Source: an optimization exercise on an open RTL-to-GDS flow (aim: small area). Production flows keep margins and buffers that such runs may drop. Only simulation tests tie the RTL to the original design; equivalence was not proved. No activity file was given, so power comes from the tool's default toggle rates.

<file path="flow/design.v">
module kb_keymap (
    input  wire       layer,
    input  wire [6:0] idx,
    output reg  [7:0] code
);
    always @(*) begin
        case ({layer, idx})
            {1'b0, 7'd0}: code = 8'h29;
            {1'b0, 7'd1}: code = 8'h35;
            {1'b0, 7'd2}: code = 8'h2B;
            {1'b0, 7'd3}: code = 8'h39;
            {1'b0, 7'd4}: code = 8'hE1;
            {1'b0, 7'd5}: code = 8'hE0;
            {1'b0, 7'd6}: code = 8'h3A;
            {1'b0, 7'd7}: code = 8'h1E;
            {1'b0, 7'd8}: code = 8'h14;
            {1'b0, 7'd9}: code = 8'h04;
            {1'b0, 7'd10}: code = 8'h1D;
            {1'b0, 7'd11}: code = 8'hE3;
            {1'b0, 7'd12}: code = 8'h3B;
            {1'b0, 7'd13}: code = 8'h1F;
            {1'b0, 7'd14}: code = 8'h1A;
            {1'b0, 7'd15}: code = 8'h16;
            {1'b0, 7'd16}: code = 8'h1B;
            {1'b0, 7'd17}: code = 8'hE2;
            {1'b0, 7'd18}: code = 8'h3C;
            {1'b0, 7'd19}: code = 8'h20;
            {1'b0, 7'd20}: code = 8'h08;
            {1'b0, 7'd21}: code = 8'h07;
            {1'b0, 7'd22}: code = 8'h06;
            {1'b0, 7'd24}: code = 8'h3D;
            {1'b0, 7'd25}: code = 8'h21;
            {1'b0, 7'd26}: code = 8'h15;
            {1'b0, 7'd27}: code = 8'h09;
            {1'b0, 7'd28}: code = 8'h19;
            {1'b0, 7'd30}: code = 8'h3E;
            {1'b0, 7'd31}: code = 8'h22;
            {1'b0, 7'd32}: code = 8'h17;
            {1'b0, 7'd33}: code = 8'h0A;
            {1'b0, 7'd34}: code = 8'h05;
            {1'b0, 7'd35}: code = 8'h2C;
            {1'b0, 7'd36}: code = 8'h3F;
            {1'b0, 7'd37}: code = 8'h23;
            {1'b0, 7'd38}: code = 8'h1C;
            {1'b0, 7'd39}: code = 8'h0B;
            {1'b0, 7'd40}: code = 8'h11;
            {1'b0, 7'd42}: code = 8'h40;
            {1'b0, 7'd43}: code = 8'h24;
            {1'b0, 7'd44}: code = 8'h18;
            {1'b0, 7'd45}: code = 8'h0D;
            {1'b0, 7'd46}: code = 8'h10;
            {1'b0, 7'd48}: code = 8'h41;
            {1'b0, 7'd49}: code = 8'h25;
            {1'b0, 7'd50}: code = 8'h0C;
            {1'b0, 7'd51}: code = 8'h0E;
            {1'b0, 7'd52}: code = 8'h36;
            {1'b0, 7'd54}: code = 8'h42;
            {1'b0, 7'd55}: code = 8'h26;
            {1'b0, 7'd56}: code = 8'h12;
            {1'b0, 7'd57}: code = 8'h0F;
            {1'b0, 7'd58}: code = 8'h37;
            {1'b0, 7'd59}: code = 8'hE6;
            {1'b0, 7'd60}: code = 8'h43;
            {1'b0, 7'd61}: code = 8'h27;
            {1'b0, 7'd62}: code = 8'h13;
            {1'b0, 7'd63}: code = 8'h33;
            {1'b0, 7'd64}: code = 8'h38;
            {1'b0, 7'd65}: code = 8'hE7;
            {1'b0, 7'd66}: code = 8'h44;
            {1'b0, 7'd67}: code = 8'h2D;
            {1'b0, 7'd68}: code = 8'h2F;
            {1'b0, 7'd69}: code = 8'h34;
            {1'b0, 7'd71}: code = 8'hE4;
            {1'b0, 7'd72}: code = 8'h45;
            {1'b0, 7'd73}: code = 8'h2E;
            {1'b0, 7'd74}: code = 8'h30;
            {1'b0, 7'd77}: code = 8'h50;
            {1'b0, 7'd78}: code = 8'h46;
            {1'b0, 7'd79}: code = 8'h2A;
            {1'b0, 7'd80}: code = 8'h31;
            {1'b0, 7'd81}: code = 8'h28;
            {1'b0, 7'd82}: code = 8'hE5;
            {1'b0, 7'd83}: code = 8'h51;
            {1'b0, 7'd84}: code = 8'h4C;
            {1'b0, 7'd85}: code = 8'h49;
            {1'b0, 7'd88}: code = 8'h52;
            {1'b0, 7'd89}: code = 8'h4F;
            {1'b0, 7'd90}: code = 8'h4A;
            {1'b0, 7'd91}: code = 8'h4B;
            {1'b0, 7'd92}: code = 8'h4E;
            {1'b0, 7'd93}: code = 8'h4D;
            {1'b1, 7'd0}: code = 8'h01;
            {1'b1, 7'd1}: code = 8'h35;
            {1'b1, 7'd2}: code = 8'h2B;
            {1'b1, 7'd3}: code = 8'h39;
            {1'b1, 7'd4}: code = 8'hE5;
            {1'b1, 7'd5}: code = 8'hE0;
            {1'b1, 7'd6}: code = 8'h7F;
            {1'b1, 7'd7}: code = 8'h1E;
            {1'b1, 7'd8}: code = 8'h14;
            {1'b1, 7'd9}: code = 8'h03;
            {1'b1, 7'd10}: code = 8'h1D;
            {1'b1, 7'd11}: code = 8'hE3;
            {1'b1, 7'd12}: code = 8'h80;
            {1'b1, 7'd13}: code = 8'h1F;
            {1'b1, 7'd14}: code = 8'h1A;
            {1'b1, 7'd15}: code = 8'h16;
            {1'b1, 7'd16}: code = 8'h1B;
            {1'b1, 7'd17}: code = 8'hE2;
            {1'b1, 7'd18}: code = 8'h81;
            {1'b1, 7'd19}: code = 8'h20;
            {1'b1, 7'd20}: code = 8'h08;
            {1'b1, 7'd21}: code = 8'h07;
            {1'b1, 7'd24}: code = 8'h74;
            {1'b1, 7'd25}: code = 8'h21;
            {1'b1, 7'd26}: code = 8'h15;
            {1'b1, 7'd27}: code = 8'h09;
            {1'b1, 7'd28}: code = 8'h19;
            {1'b1, 7'd30}: code = 8'h75;
            {1'b1, 7'd31}: code = 8'h22;
            {1'b1, 7'd32}: code = 8'h17;
            {1'b1, 7'd33}: code = 8'h0A;
            {1'b1, 7'd34}: code = 8'h05;
            {1'b1, 7'd36}: code = 8'h76;
            {1'b1, 7'd37}: code = 8'h23;
            {1'b1, 7'd38}: code = 8'h1C;
            {1'b1, 7'd39}: code = 8'h0B;
            {1'b1, 7'd40}: code = 8'h11;
            {1'b1, 7'd42}: code = 8'h77;
            {1'b1, 7'd43}: code = 8'h24;
            {1'b1, 7'd44}: code = 8'h18;
            {1'b1, 7'd45}: code = 8'h0D;
            {1'b1, 7'd46}: code = 8'h10;
            {1'b1, 7'd48}: code = 8'h78;
            {1'b1, 7'd49}: code = 8'h25;
            {1'b1, 7'd50}: code = 8'h0C;
            {1'b1, 7'd51}: code = 8'h0E;
            {1'b1, 7'd52}: code = 8'h36;
            {1'b1, 7'd54}: code = 8'h79;
            {1'b1, 7'd55}: code = 8'h26;
            {1'b1, 7'd56}: code = 8'h12;
            {1'b1, 7'd57}: code = 8'h0F;
            {1'b1, 7'd58}: code = 8'h37;
            {1'b1, 7'd59}: code = 8'hE6;
            {1'b1, 7'd60}: code = 8'h7A;
            {1'b1, 7'd61}: code = 8'h27;
            {1'b1, 7'd62}: code = 8'h13;
            {1'b1, 7'd63}: code = 8'h33;
            {1'b1, 7'd64}: code = 8'h38;
            {1'b1, 7'd65}: code = 8'hE7;
            {1'b1, 7'd66}: code = 8'h7B;
            {1'b1, 7'd67}: code = 8'h2D;
            {1'b1, 7'd68}: code = 8'h2F;
            {1'b1, 7'd69}: code = 8'h34;
            {1'b1, 7'd71}: code = 8'hE4;
            {1'b1, 7'd72}: code = 8'h7C;
            {1'b1, 7'd73}: code = 8'h2E;
            {1'b1, 7'd74}: code = 8'h30;
            {1'b1, 7'd77}: code = 8'h4A;
            {1'b1, 7'd78}: code = 8'h48;
            {1'b1, 7'd79}: code = 8'h2A;
            {1'b1, 7'd80}: code = 8'h31;
            {1'b1, 7'd81}: code = 8'h28;
            {1'b1, 7'd82}: code = 8'hE5;
            {1'b1, 7'd83}: code = 8'h4E;
            {1'b1, 7'd84}: code = 8'h47;
            {1'b1, 7'd85}: code = 8'h49;
            {1'b1, 7'd88}: code = 8'h4B;
            {1'b1, 7'd89}: code = 8'h4D;
            {1'b1, 7'd90}: code = 8'h02;
            {1'b1, 7'd91}: code = 8'h4B;
            {1'b1, 7'd92}: code = 8'h4E;
            {1'b1, 7'd93}: code = 8'h4D;
            default: code = 8'h00;
        endcase
    end
endmodule
module kb_core (
    input  wire        clk,
    input  wire        rst,             
    output reg  [15:0] col,             
    input  wire [5:0]  row,             
    output reg         tx_push,         
    output reg  [63:0] tx_report,       
    input  wire        tx_ok,           
    input  wire        hreq_valid,      
    input  wire        hreq_set,        
    input  wire [1:0]  hreq_type,       
    input  wire [7:0]  hreq_id,         
    input  wire [3:0]  hreq_len,        
    input  wire [7:0]  hreq_data,       
    output reg         hresp_valid,     
    output reg         hresp_err,       
    output reg  [63:0] hresp_report,    
    output reg  [4:0]  leds,            
    output reg         boot
);
    localparam NCOLS       = 16;
    localparam NCELLS      = 96;
    localparam FN_CELL     = 95;
    localparam BOOT_CELL   = 0;
    localparam KC_ROLLOVER = 8'h01;
    localparam T_SETTLE    = 4;       
    localparam T_FIRST     = 200;     
    localparam T_PERIOD    = 700;     
    localparam DB_N        = 4;       
    localparam S_ASSERT   = 4'd0,  S_SETTLE1 = 4'd1, S_SAMPLE = 4'd2,
               S_DEASSERT = 4'd3,  S_SETTLE2 = 4'd4, S_NEXT   = 4'd5,
               S_PUMP     = 4'd6,  S_BOOTCHK = 4'd7, S_WAIT   = 4'd8,
               S_LAYER    = 4'd9,  S_ENC     = 4'd10, S_DONE  = 4'd11,
               S_COMMIT   = 4'd12, S_PUSH    = 4'd13, S_BOOTED = 4'd14;
    reg  [3:0]  state;
    reg         first_scan;
    reg  [3:0]  c;
    reg  [2:0]  settle;
    reg  [9:0]  tmr;
    reg  [95:0] raw;
    reg  [95:0] deb;
    reg  [1:0]  dbc [0:95];
    reg  [6:0]  k;
    reg         layer;
    reg  [7:0]  mods;
    reg  [7:0]  slot [0:5];
    reg  [63:0] rep;
    reg  [63:0] br_report;
    reg  [63:0] last_sent;
    wire [7:0] code;
    kb_keymap u_map (.layer(layer), .idx(k), .code(code));
    wire cls_empty = (code == 8'h00);
    wire cls_sent  = (code == 8'h01) || (code == 8'h02) || (code == 8'h03);
    wire cls_mod   = (code[7:3] == 5'b11100);
    wire cls_norm  = !cls_empty && !cls_sent && !cls_mod;
    reg [2:0] first_empty;
    integer i;
    always @(*) begin
        first_empty = 3'd6;
        for (i = 5; i >= 0; i = i - 1)
            if (slot[i] == 8'h00)
                first_empty = i[2:0];
    end
    always @(posedge clk) begin
        if (rst) begin
            state      <= S_ASSERT;
            first_scan <= 1'b1;
            c          <= 4'd0;
            settle     <= 3'd0;
            tmr        <= 10'd0;
            col        <= 16'd0;
            raw        <= 96'd0;
            deb        <= 96'd0;
            for (i = 0; i < NCELLS; i = i + 1)
                dbc[i] <= 2'd0;
            k          <= 7'd0;
            layer      <= 1'b0;
            mods       <= 8'h00;
            for (i = 0; i < 6; i = i + 1)
                slot[i] <= 8'h00;
            rep        <= 64'd0;
            br_report  <= 64'd0;
            last_sent  <= 64'd0;
            tx_push    <= 1'b0;
            tx_report  <= 64'd0;
            boot       <= 1'b0;
        end else begin
            tx_push <= 1'b0;
            if (tmr != 10'd0)
                tmr <= tmr - 10'd1;
            case (state)
                S_ASSERT: begin
                    col    <= 16'd1 << c;
                    settle <= 3'd0;
                    state  <= S_SETTLE1;
                end
                S_SETTLE1: begin
                    if (settle == T_SETTLE - 1) state <= S_SAMPLE;
                    else settle <= settle + 3'd1;
                end
                S_SAMPLE: begin
                    raw[c*6 +: 6] <= row;
                    state <= S_DEASSERT;
                end
                S_DEASSERT: begin
                    col    <= 16'd0;
                    settle <= 3'd0;
                    state  <= S_SETTLE2;
                end
                S_SETTLE2: begin
                    if (settle == T_SETTLE - 1) state <= S_NEXT;
                    else settle <= settle + 3'd1;
                end
                S_NEXT: begin
                    if (c == NCOLS - 1) begin
                        c     <= 4'd0;
                        state <= S_PUMP;
                    end else begin
                        c     <= c + 4'd1;
                        state <= S_ASSERT;
                    end
                end
                S_PUMP: begin
                    for (i = 0; i < NCELLS; i = i + 1) begin
                        if (first_scan) begin
                            deb[i] <= raw[i];
                            dbc[i] <= 2'd0;
                        end else if (raw[i] == deb[i]) begin
                            dbc[i] <= 2'd0;
                        end else if (dbc[i] == DB_N - 1) begin
                            deb[i] <= raw[i];
                            dbc[i] <= 2'd0;
                        end else begin
                            dbc[i] <= dbc[i] + 2'd1;
                        end
                    end
                    state <= first_scan ? S_BOOTCHK : S_LAYER;
                end
                S_BOOTCHK: begin
                    first_scan <= 1'b0;
                    if (deb[BOOT_CELL]) begin
                        boot  <= 1'b1;
                        state <= S_BOOTED;
                    end else begin
                        tmr   <= T_FIRST;
                        state <= S_WAIT;
                    end
                end
                S_WAIT: begin
                    if (tmr == 10'd0) state <= S_ASSERT;
                end
                S_LAYER: begin
                    layer <= deb[FN_CELL];
                    mods  <= 8'h00;
                    for (i = 0; i < 6; i = i + 1)
                        slot[i] <= 8'h00;
                    k     <= 7'd0;
                    state <= S_ENC;
                end
                S_ENC: begin
                    if (deb[k]) begin
                        if (cls_mod)
                            mods <= mods | (8'h01 << code[2:0]);
                        else if (cls_sent)
                            for (i = 0; i < 6; i = i + 1)
                                slot[i] <= code;
                        else if (cls_norm) begin
                            if (first_empty == 3'd6)
                                for (i = 0; i < 6; i = i + 1)
                                    slot[i] <= KC_ROLLOVER;
                            else
                                slot[first_empty] <= code;
                        end
                    end
                    if (k == NCELLS - 1) state <= S_DONE;
                    else k <= k + 7'd1;
                end
                S_DONE: begin
                    rep   <= {slot[5], slot[4], slot[3], slot[2],
                              slot[1], slot[0], 8'h00, mods};
                    state <= S_COMMIT;
                end
                S_COMMIT: begin
                    br_report <= rep;
                    state     <= S_PUSH;
                end
                S_PUSH: begin
                    if (rep != last_sent) begin
                        tx_push   <= 1'b1;
                        tx_report <= rep;
                    end
                    tmr   <= T_PERIOD;
                    state <= S_WAIT;
                end
                default: begin   
                    col  <= 16'd0;
                    boot <= 1'b1;
                end
            endcase
            if (tx_push && tx_ok)
                last_sent <= tx_report;
        end
    end
    always @(posedge clk) begin
        if (rst) begin
            hresp_valid  <= 1'b0;
            hresp_err    <= 1'b0;
            hresp_report <= 64'd0;
            leds         <= 5'd0;
        end else begin
            hresp_valid <= hreq_valid;
            if (hreq_valid) begin
                if (!hreq_set) begin
                    hresp_err    <= (hreq_type != 2'd1);
                    hresp_report <= br_report;
                end else begin
                    if (hreq_type == 2'd2 && hreq_id == 8'd0 && hreq_len == 4'd1) begin
                        hresp_err <= 1'b0;
                        leds      <= hreq_data[4:0];
                    end else
                        hresp_err <= 1'b1;
                    hresp_report <= 64'd0;
                end
            end
        end
    end
endmodule
</file>
<file path="flow/run.sh">
#!/bin/bash
# synth_recipe.tcl (not shown) runs the flow's synth.tcl, then flattens the netlist and writes it again
# the make line also repeats each setting of config.mk as NAME=value (left out here)
make -C /OpenROAD-flow-scripts/flow DESIGN_CONFIG=/design/flow/config.mk WORK_HOME=/design/flow/orfs CLKGATE_MAP_FILE= SYNTH_SCRIPT=/design/flow/synth_recipe.tcl finish
</file>
<file path="flow/config.mk">
export PLATFORM = sky130hd
export DESIGN_NAME = kb_core
export DESIGN_NICKNAME = kb_core
export VERILOG_FILES = /design/flow/design.v
export SDC_FILE = /design/flow/constraint.sdc
export NUM_CORES = 4
export LEC_CHECK = 0
export CAP_MARGIN = 20
export CORE_MARGIN = 2
export CORE_UTILIZATION = 40
export SLEW_MARGIN = 20
</file>
<file path="flow/constraint.sdc">
create_clock -name core_clock -period 10.0 [get_ports {clk}]
set_input_delay 2.0000 -clock core_clock [delete_from_list [all_inputs] [get_ports {clk}]]
set_output_delay 2.0000 -clock core_clock [all_outputs]
set_load 0.01 [all_outputs]
</file>
==> key figures <==
Outcome
  – Run status: timing/DRC/antenna clean

Global routing
  – Number of global-route vias before repair: 28,156
  – Global-route wire length before repair: 161,300 um
  – Global-route total usage across every layer: 0.2127
  – Initial antenna violation count: 0
  – Pin count of the biggest net entering global routing: 204
  – Overflow left after global routing: 0

Cells and area
  – Antenna fix cells: 0
  – Relative area change from synthesis to final layout: 14.63%
  – Final std cells w/o fill: 5,444
  – Layout Nets: 4,366
  – Proportion of layout cells with a drive suffix above 1: 0.06209

Route
  – Drt initial violations: 2,641
  – Post-DR vias/cell: 5.580
  – Total Wirelength: 102,100 um
  – 1st-pass router iterations: 6
  – Post-DR wirelength/cell: 18.76 um
  – Post-DRT Antenna Nets: 0
  – Via total after detailed routing: 30,376
  – Number of remaining DRC errors: 0

Power and ir drop
  – Proportion of total power due to net switching: 0.2413
  – Sequential share of power: 0.456
  – Int Pwr: 5.373 mW
  – Final Total Pwr: 7.082 mW
  – Combinational cell fraction of total power: 0.075
  – Clock group share of total power: 0.469
  – Max IR drop VDD: 119.1 uV
  – Lkg Pwr: 14.98 nW
  – Pwr/cell area: 169.9 nW/um^2
  – Net switching power: 1.709 mW

Yosys
  – Fraction of registers with async set or reset after synthesis: 0
  – Flops & latches, synth: 775
  – Total number of yosys warnings: 3
  – Synthesized cell area: 36,370 sq um
  – Largest area contributor in the netlist: dfxtp_1
  – Gate count after technology mapping: 4,205
  – Number of distinct library cell variants in the gate-level netlist after synthesis: 91
  – Cell types occupying the most area after synthesis: dfxtp_1, nor2_1, mux2i_1
  – Sequential cell area fraction in the yosys report: 0.4398
  – Dominant synthesized flop cell: dfxtp_1
  – Top-area cell type share of the netlist area: 0.4002
  – Synthesized area divided by synthesized cell count: 8.649 sq um
  – Number of flops mapped to enable cells by yosys: 48

Placement
  – Number of input and output port buffers inserted: 166
  – Estimated wirelength of the detail-placed design: 66,720 um
  – Final weighted congestion in routability-driven placement: 0.9035
  – Cells after DPL: 5,289

Clock tree
  – Number of H-tree levels: 3
  – Number of clock sinks: 775
  – Gates resized, CTS repair: 0
  – Post-CTS Setup Inserts: 0
  – CTS buffer count: 87
  – Clock tree from TritonCTS: built
  – Clock latency reported for the late side of the worst-skew pair: 660 ps
  – CTS Buffer Depth: 3
  – Clock transition at the register clock pins on the worst setup and hold paths after CTS: 60 ps
  – Cell chosen for the clock root: clkbuf_16
  – Number of buffers added to fix hold violations after cts: 0

Setup path
  – CP Capture Type: flop
  – Required time worst endpoint: 10,240 ps
  – Worst setup path class: reg2reg
  – Kind of cell adding the most delay to the critical path: simple AND/OR/NAND/NOR gates
  – Type of origin of the critical path: flop
  – Critical Path, Cell by Cell: buf_4 > inv_1 > ha_1 > ha_1 > nor2_1 > nor2_1 > a211oi_1 > nor3_1 > nor4_4 > and2_1 > nor3_1 > nor2_1 > o21ai_0
  – CP arrival: 5990 ps
  – WP buf/inv: 2
  – Slowest stage cell, crit path: nor4_4
  – Biggest fanout along the worst timing path: 35
  – Largest stage delay on the critical path: 710 ps
  – Library cell appearing most often on the critical path: nor2_1

STA
  – Unrepaired setup endpoints after global routing: false
  – Hold Fails Final Rpt: 0
  – Final Cycle Share: 0.5751
  – Fmax: 173.9 MHz
  – Final period demand of the worst path: 5751 ps
  – Max-slew violations: 0
  – Actual slew at the worst max-slew pin: 1079 ps
  – Total setup violations reported at the end of the flow: 0
  – Setup TNS Final: 0 ps
  – Max-slew headroom: 0.2809
  – Worst Skew: 52.50 ps

Floorplanning
  – Num ports: 186
  – Die Area: 93,350 sq um
  – FP Rows: 110
  – Height of the chip: 305.5 um
  – Initial core utilization: 0.4040
  – Floorplan core area: 90,010 sq um
  – Chip Width: 305.5 um

Job
  – Max-cap viol count: 0

Worst hold path
  – Kind of path behind the tightest hold check: reg2reg
-- path summary, 6_finish.rpt --
check / startpoint / to / slack (ps) / cells after the start
worst max-delay path: k[0] / slot[3][3] / 4250 / 13
worst min-delay path: mods[6] / rep[6] / 450 / 2
worst max register to register: k[0] / slot[3][3] / 4250 / 13
worst min register to register: mods[6] / rep[6] / 450 / 2
-- cells in the mapped netlist (all sizes together) (7+ instances only) --
library cell and n:
a211oi 16, a21oi 311, a22o 12, a22oi 138
a31oi 19, a32o 10, a32oi 101, and2 19
buf 77, clkbuf 244, dfxtp 727, edfxtp 48
ha 130, inv 45, mux2 8, mux2i 186
mux4 18, nand2 485, nand2b 79, nand3 57
nand3b 73, nand4 21, nor2 632, nor2b 23
nor3 136, nor3b 9, nor4 26, o211ai 12
o21a 12, o21ai 196, o22ai 22, o31ai 10
o32ai 16, or2 7, or4 7, xnor2 126
xor2 48
-- flip-flops by register name, summed over array words and instances, names as in the netlist, 5 cells and up --
register	flops
br_report	56
col	16
dbc	192
deb	96
hresp_report	56
k	7
last_sent	56
leds	5
mods	8
raw	96
rep	56
slot	48
tmr	10
tx_report	56
-- metrics by stage --
| step | worst slack, ps | util | cell area, sq um | hold slack, ps |
|---|---|---|---|---|
| 6_report | 4249 | 0.4632 | 41690 | 448.7 |
| 5_1_grt | 4025 | 0.4632 | 41690 | 469.2 |
| 4_1_cts | 4168 | 0.4631 | 41680 | 453.5 |
| 3_5_place_dp | 4272 | 0.4293 | 38640 | 444.0 |
| 3_3_place_gp | 4256 | 0.4293 | 38640 | 441.3 |
| 2_1_floorplan | 5713 | - | 36420 | 431.2 |
-- placed cells by master, fill, tap and decap left out, types with 48 or more instances in the layout --
master / netlist / layout
dfxtp_1: 727 / 721
nand2_1: 484 / 482
nand3_1: 57 / 55
o21ai_0: 195 / 192
nor3_1: 135 / 133
mux2i_1: 186 / 186
clkdlybuf4s50_1: 0 / 164
nand3b_1: 73 / 73
a21oi_1: 311 / 310
nand2b_1: 79 / 79
xor2_1: 48 / 48
clkbuf_16: 0 / 89
ha_1: 130 / 130
nor2_1: 632 / 631
a32oi_1: 101 / 101
xnor2_1: 126 / 126
a22oi_1: 138 / 138
edfxtp_1: 48 / 48
-- final cells by class --
type | instances | area [sq um]
Clock buffer | 136 | 2708
Clock inverter | 19 | 329.1
Fill cell | 8772 | 48320
Inverter | 46 | 173.9
Multi-Input combinational cell | 3078 | 18950
Sequential cell | 775 | 16010
Tap cell | 1176 | 1471
Timing Repair Buffer | 214 | 2051
-- layer usage --
layer / track usage / part of all wire
met1: 0.3076 / 0.48
met2: 0.3256 / 0.44
met3: 0.03168 / 0.056
met4: 0.06553 / 0.024
met5: 0 / 0
-- cells by family after synthesis --
logic type / count (synthesis) / synth area share
other: 1 / 0.0001031
and+or+nand+nor: 1596 / 0.1966
adders and majority gates: 131 / 0.04528
buffers and inverters: 367 / 0.04228
AOI/OAI and AO/OA: 948 / 0.1685
muxes: 212 / 0.06482
DFF: 775 / 0.4398
xor gates and xnor gates: 175 / 0.04252
-- tightest hold or removal path: cells and delay by family, from the launching register on --
family / cells / cell delay [ps]
AO/OA/AOI/OAI: 1 / 50
flip-flops: 1 / 310
AND/OR/NAND/NOR: 1 / 50
-- power groups by stage --
stage          Sequential [mW]  Clock (mW)  Combinational, mW
6_report                  3.23        3.32              0.531
5_1_grt                   3.23        3.53              0.590
4_1_cts                   3.23        3.39              0.531
3_5_place_dp              3.29           0              0.528
3_3_place_gp              3.29           0              0.525
2_1_floorplan             3.27           0              0.395

port drivers added, routing unchanged:
The flow's constraints put no driver on any port. The routed layout listed below was extracted and timed again, unchanged, in two steps.
Step 1 assumes that a clkbuf_16 drives the clock port and a buf_2 every other input.
Step 2 also shifts input and output timing later by t, the mid clock arrival at the registers, as if the neighbouring blocks saw the same clock.
Slacks: ideal ports / drivers / drivers and shift; pairs: ideal ports / drivers.
t, ns: 0.693
setup slack, ns: 4.249 / 4.249 / 4.249
hold WS [ns]: 0.449 / 0.449 / 0.449
worst setup path at the end: register to register
After both steps this run still meets setup and hold. For this run, drivers alone change the setup slack by 0.000 ns; drivers and shift together by 0.000 ns.
